From an optimization exercise on the open Yosys and OpenROAD flow, aimed at small area; shortcuts taken in it are not production practice.
Function was checked by simulation only, so behaviour that the tests miss may differ from the original.
The clock input has no modelled driver; a real chip could not lean on it and would need a root buffer or a full tree.
Power and IR drop assume default switching activity.

## juniper
==> flow/design.v <==
module rotary_index_mapper (
    input  wire [7:0] ch,
    output wire       found,
    output wire [5:0] slot
);
    wire digit  = (ch[7:4] == 4'h3) && (ch[3:0] <= 4'd9);
    wire letter = (ch[7:6] == 2'b01) && (ch[4:0] != 5'd0) && (ch[4:0] <= 5'd26);
    assign found = digit | letter;
    assign slot  = letter ? {1'b0, ch[4:0]} + 6'd9 : {2'b00, ch[3:0]};
endmodule
module stepper_step_sequencer (
    input  wire        clk,
    input  wire        rst_n,
    input  wire        cmd_valid,
    input  wire [15:0] cmd,
    output wire        cmd_ready,
    output reg         rsp_valid,
    output reg  [2:0]  rsp_status,
    output wire [3:0]  coil,
    input  wire        hall_in,
    output wire        halted,
    output wire [1:0]  sess_out,
    output wire [2:0]  hstate_out,
    output wire        hfail_phase_out,
    output wire [5:0]  pos_out,
    output wire [2:0]  idx_out,
    input  wire        cfg_len8,
    input  wire [31:0] cfg_pattern,
    input  wire [14:0] cfg_steps_per_rev,
    input  wire [15:0] cfg_steps_per_flap,
    input  wire [5:0]  cfg_home_index,
    input  wire [15:0] cfg_home_offset,
    input  wire [15:0] cfg_backoff_steps,
    input  wire        cfg_coarse_fine,
    input  wire        cfg_offset_calibrated,
    input  wire [15:0] cfg_t_sample,
    input  wire [15:0] cfg_t_move,
    input  wire [15:0] cfg_t_seek_fast,
    input  wire [15:0] cfg_t_seek_slow
);
    localparam [2:0] IDLE = 3'd0, FAST_SEEK = 3'd1, BACK_OFF = 3'd2, SLOW_SEEK = 3'd3,
                     HOMED = 3'd4, FAILED = 3'd5, OFFSET = 3'd6;
    localparam [2:0] P_STEP = 3'd0, P_WAIT = 3'd1, P_SMP0 = 3'd2, P_DECIDE = 3'd7;
    localparam [2:0] ST_OK = 3'd0, ST_ALREADY = 3'd1, ST_IGNORED = 3'd2, ST_REJECTED = 3'd3,
                     ST_INVALID_CHAR = 3'd4, ST_HOMING_TIMEOUT = 3'd5, ST_STARTUP_FAIL = 3'd6;
    reg [2:0]  hstate;
    reg        hfail;
    reg [1:0]  sess;
    reg        rdy;
    reg        on;         
    reg [2:0]  idx;
    reg [2:0]  phase;
    reg [15:0] tmr;
    reg [15:0] cnt;
    reg [1:0]  ones;       
    reg [5:0]  pos;
    reg [5:0]  cur;
    reg [5:0]  tgt;
    assign cmd_ready       = rdy;
    assign halted          = sess[1];
    assign sess_out        = sess;
    assign hstate_out      = hstate;
    assign hfail_phase_out = hfail;
    assign pos_out         = pos;
    assign idx_out         = idx;
    assign coil            = on ? cfg_pattern[idx*4 +: 4] : 4'b0000;
    wire boot_start = (hstate == IDLE);
    wire homing     = hstate[1] | (hstate[0] & ~hstate[2]);
    wire moving     = ~rdy & hstate[2] & ~hstate[1] & ~sess[1];
    wire seeking    = ~hstate[2] & hstate[0];
    wire in_offset  = (hstate == OFFSET);
    wire in_backoff = (hstate == BACK_OFF);
    wire ofs_neg    = cfg_home_offset[15];
    wire       ch_found;
    wire [5:0] ch_slot;
    rotary_index_mapper u_map (
        .ch   (cmd[7:0]),
        .found(ch_found),
        .slot (ch_slot)
    );
    wire       accept   = cmd_valid & rdy;
    wire       op_bad   = cmd[15] | (cmd[14:12] >= 3'd3);
    wire       op_nop   = ~op_bad & (cmd[13:12] == 2'd0);
    wire       op_home  = ~op_bad & (cmd[13:12] == 2'd1);
    wire       op_goto  = ~op_bad & cmd[13];
    wire       cur_eq   = ((rdy ? ch_slot : tgt) == cur);
    wire       at_tgt   = cur_eq;
    wire       go_move  = accept & op_goto & ch_found & ~at_tgt;
    wire       go_home  = boot_start | (accept & op_home);
    wire c_hi1    = &cnt[15:1];
    wire c_ones   = c_hi1 & cnt[0];
    wire c_fe     = c_hi1 & ~cnt[0];
    wire c_zero   = ~|cnt;
    wire at_bound = (in_offset & ofs_neg) ? c_zero : c_ones;
    wire p_step    = (phase == P_STEP);
    wire smp_phase = (phase != P_STEP) & (phase != P_WAIT) & (phase != P_DECIDE);
    wire timing    = (phase == P_WAIT) | (smp_phase & (phase != P_SMP0));
    wire t_end     = (tmr == 16'd1);
    wire t_cnt  = timing & ~t_end;
    wire t_smp  = ~t_cnt & ~p_step;
    wire t_mov  = ~t_cnt & p_step & ~homing;
    wire t_fst  = ~t_cnt & p_step & ((hstate == FAST_SEEK) | (in_offset & ~cfg_coarse_fine));
    wire t_slw  = ~t_cnt & p_step & homing & ~((hstate == FAST_SEEK) | (in_offset & ~cfg_coarse_fine));
    wire [15:0] tmr_dec = tmr - 16'd1;
    wire [15:0] tmr_nx  = ({16{t_cnt}} & tmr_dec) | ({16{t_smp}} & cfg_t_sample) |
                          ({16{t_mov}} & cfg_t_move) | ({16{t_fst}} & cfg_t_seek_fast) |
                          ({16{t_slw}} & cfg_t_seek_slow);
    wire p_decide = (phase == P_DECIDE);
    wire arrived  = cur_eq;
    wire h        = ones[1] & ones[0];
    wire hom_step = homing & p_step & ~((in_backoff | in_offset) & at_bound);
    wire mov_step = moving & p_step & ~arrived;
    wire step     = hom_step | mov_step;
    wire dir_up   = in_backoff | (in_offset & ~ofs_neg);    
    wire ok_end   = p_step & ((in_offset & at_bound) | (moving & arrived));
    wire found    = p_decide & ~h;
    wire fail_end = p_decide & h & at_bound;
    wire run_end  = ok_end | fail_end;
    wire bo_end   = p_step & in_backoff & at_bound;
    wire adv = p_step ? step : (timing ? t_end : 1'b1);
    wire flap_end = mov_step & c_fe;
    wire cur_step = flap_end | (hom_step & in_offset & cfg_offset_calibrated);
    wire cur_down = moving | ofs_neg;
    wire [5:0] cur_up_v = (cur[5] & cur[1] & cur[0]) ? 6'd0 : cur + 6'd1;
    wire [5:0] cur_dn_v = (cur == 6'd0) ? 6'd35 : cur - 6'd1;
    wire to_offset  = found & ~(hstate == FAST_SEEK & cfg_coarse_fine);
    wire l_fast = go_home;                           
    wire l_flap = go_move | flap_end | bo_end;       
    wire l_back = found & ~to_offset;                
    wire l_ofsp = to_offset & ~ofs_neg;              
    wire l_ofsn = to_offset & ofs_neg;               
    wire cnt_ld = l_fast | l_flap | l_back | to_offset;
    wire c_inc  = step & ~cnt_ld;
    wire c_hold = ~step & ~cnt_ld;
    wire [15:0] cnt_nx = ({16{c_inc}} & (cnt + 16'd1)) | ({16{c_hold}} & cnt) |
                         ({16{l_fast}} & ~{cfg_steps_per_rev, 1'b0}) |
                         ({16{l_flap}} & ~cfg_steps_per_flap) |
                         ({16{l_back}} & ~cfg_backoff_steps) |
                         ({16{l_ofsp}} & ~cfg_home_offset) |
                         ({16{l_ofsn}} & cfg_home_offset);
    always @(posedge clk) begin
        tmr <= tmr_nx;
        cnt <= cnt_nx;
        if (phase == P_SMP0)
            ones <= {1'b0, hall_in};
        else if (smp_phase & t_end & ~h)
            ones <= ones + {1'b0, hall_in};
        if (rdy)
            tgt <= ch_slot;
        if (to_offset)
            cur <= cfg_home_index;
        else if (cur_step)
            cur <= cur_down ? cur_dn_v : cur_up_v;
        if (ok_end)
            pos <= cur;
        if (!rst_n) begin
            hstate     <= IDLE;
            hfail      <= 1'b0;
            sess       <= 2'd0;
            rdy        <= 1'b0;
            on         <= 1'b0;
            idx        <= 3'd0;
            phase      <= P_STEP;
            rsp_valid  <= 1'b0;
            rsp_status <= ST_OK;
        end else begin
            if (adv)
                phase <= (phase == P_WAIT && !seeking) ? P_STEP : phase + 3'd1;
            if (step) begin
                on <= 1'b1;
                if (dir_up & ~moving)
                    idx <= {cfg_len8 & (idx[2] ^ (idx[1] & idx[0])), idx[1] ^ idx[0], ~idx[0]};
                else
                    idx <= {cfg_len8 & (idx[2] ^ ~(idx[1] | idx[0])), ~(idx[1] ^ idx[0]), ~idx[0]};
            end else if (run_end) begin
                on <= 1'b0;
            end
            hstate <= ({3{~(go_home | found | bo_end | (ok_end & in_offset) | fail_end)}} & hstate) |
                      ({3{go_home}} & FAST_SEEK) |
                      ({3{found & ~to_offset}} & BACK_OFF) |
                      ({3{to_offset}} & OFFSET) |
                      ({3{bo_end}} & SLOW_SEEK) |
                      ({3{ok_end & in_offset}} & HOMED) |
                      ({3{fail_end}} & FAILED);
            if (fail_end)
                hfail <= (hstate == SLOW_SEEK);
            rsp_valid <= 1'b0;
            if (accept) begin
                if (op_bad) begin
                    rsp_valid  <= 1'b1;
                    rsp_status <= ST_REJECTED;
                end else if (op_nop) begin
                    rsp_valid  <= 1'b1;
                    rsp_status <= ST_IGNORED;
                end else if (op_home) begin
                    rdy <= 1'b0;
                end else if (!ch_found) begin
                    rsp_valid  <= 1'b1;
                    rsp_status <= ST_INVALID_CHAR;
                end else if (at_tgt) begin
                    rsp_valid  <= 1'b1;
                    rsp_status <= ST_ALREADY;
                end else begin
                    rdy <= 1'b0;
                end
            end
            if (run_end) begin
                rsp_valid <= 1'b1;
                if (ok_end) begin
                    rsp_status <= ST_OK;
                    sess       <= 2'd1;
                    rdy        <= 1'b1;
                end else if (sess == 2'd0) begin
                    rsp_status <= ST_STARTUP_FAIL;
                    sess       <= 2'd2;
                end else begin
                    rsp_status <= ST_HOMING_TIMEOUT;
                    rdy        <= 1'b1;
                end
            end
        end
    end
endmodule
export LEC_CHECK = 0
export ABC_AREA = 1
export CAP_MARGIN = 0
export CORE_MARGIN = 2
export CORE_UTILIZATION = 40
export GPL_TIMING_DRIVEN = 0
export SLEW_MARGIN = 0
create_clock -name core_clock -period 20.0 [get_ports {clk}]
standard.sh (not shown) runs the stock make flow with config.mk's settings and CLKGATE_MAP_FILE= SYNTH_SCRIPT=/design/flow/synth_recipe.tcl, a recipe that flattens the netlist after the stock synthesis.
==> flow/flow/run.sh <==
#!/bin/bash
# The standard layout (standard.sh) with changes that only pick smaller cells:
#  - synthesis maps logic with an area-oriented ABC script (flow/synth.tcl,
#    flow/area.abc) and leaves adders to ABC (no ADDER_MAP_FILE); flip-flops
#    are mapped before ABC, so the registers are the standard synthesis's;
#  - the buffer synthesis puts between two outputs that share a net is buf_1;
#  - the port buffers are buf_1 cells;
#  - the clock is buffered by three buf_12 cells, one per band of
#    flip-flops, instead of an H-tree (flow/clock_buffers.tcl).
# make's output goes to standard_flow.log; each ORFS step logs under orfs/logs.
set -euo pipefail
W=$PWD
export AREA_ABC_SCRIPT=$W/flow/area.abc
export FLOW_SYNTH_TCL=$W/synth_recipe.tcl
export MY_CLK_PORT=clk MY_CLK_BUF=sky130_fd_sc_hd__buf_12 MY_CLK_GROUPS=3
bash standard.sh \
  SYNTH_SCRIPT=$W/flow/synth.tcl \
  ADDER_MAP_FILE= \
  MIN_BUF_CELL_AND_PORTS="sky130_fd_sc_hd__buf_1 A X" \
  BUFFER_PORTS_ARGS="-buffer_cell sky130_fd_sc_hd__buf_1" \
  PRE_CTS_TCL=$W/flow/clock_buffers.tcl \
  finish > standard_flow.log 2>&1
Other scripts of this flow, unchanged in this note and not shown: flow/flow/area.abc, flow/flow/clock_buffers.tcl, flow/flow/synth.tcl
Setup changes, juniper to garnet
- changing CAP_MARGIN from 0 to 20
- removing GPL_TIMING_DRIVEN (formerly 0)
- changing SLEW_MARGIN from 0 to 20
--- outcome ---
A critical path startpoint of cfg_pattern[25] is what juniper shows, while cfg_pattern[24] belongs to garnet. On combinational power, garnet and juniper are basically level. Compared with juniper, garnet degrades static leakage power. Looking at garnet and juniper, the fraction of power consumed by the clock network is a wash. | met2 routed wirelength | garnet vs juniper | about 0.6% lower |. Share of cells above drive strength 1 ended up 0.41 points higher on garnet than on juniper. Worst setup path endpoint = coil[1]: juniper; worst setup path endpoint = coil[0]: garnet. Per the comparison of garnet with juniper, power has remained practically unchanged; total cell area at the placement stage has remained practically unchanged; utilization of the core after routing has increased.
Setup changes, garnet to fjord
- GPL_TIMING_DRIVEN: unset -> 0
fjord finished every step from synthesis to the final layout, and the layout passed the timing, design-rule and antenna checks. End-of-flow core utilization delta (fjord -> garnet): insignificant. fjord -> garnet: design area flat. Diff fjord..garnet | highest attainable clock frequency | negligible. Via count normalized by instance count essentially unchanged between garnet and fjord. garnet -> fjord: routed wire length increased slightly. On post-route clock period utilization, garnet and fjord are neck and neck. Going from garnet to fjord, number of distinct library cells after synthesis roughly the same; leakage power total now sits at about the same level.
No run of this note takes its clock network from TritonCTS; it comes from the design's own scripts or RTL.

-- afterwards: timing with drivers on the ports --
The results above use ideal ports. As a check the final layouts listed here were re-extracted and re-timed, cells and wires unchanged. Step 1 assumes that a clkbuf_16 drives the clock port and a buf_2 every other input. Step 2 adds t to the input delays and takes it off the output delays; t is the mean of the earliest and latest rising clock arrival at the registers after step 1. Input paths then give back, and output paths get back, about the clock's delay inside the block. Slacks: no drivers / after step 1 / after step 2; pairs: no drivers / after step 1.
| run | t (ns) | slack for setup (ns) | hold WS [ns] | slew at the worst register clock pin (ns) |
|---|---|---|---|---|
| juniper | 0.197 | 11.358 / 11.329 / 11.329 | 0.475 / 0.475 / 0.475 | 0.10 / 0.10 |
| garnet | 0.196 | 11.357 / 11.333 / 11.333 | 0.482 / 0.482 / 0.482 | 0.10 / 0.10 |
| fjord | 0.197 | 11.356 / 11.326 / 11.294 | 0.477 / 0.477 / 0.477 | 0.10 / 0.10 |
After both steps every run listed still meets setup and hold. The setup slack of fjord, which loses most, moves by -0.030 ns with the drivers and by -0.062 ns with both steps.
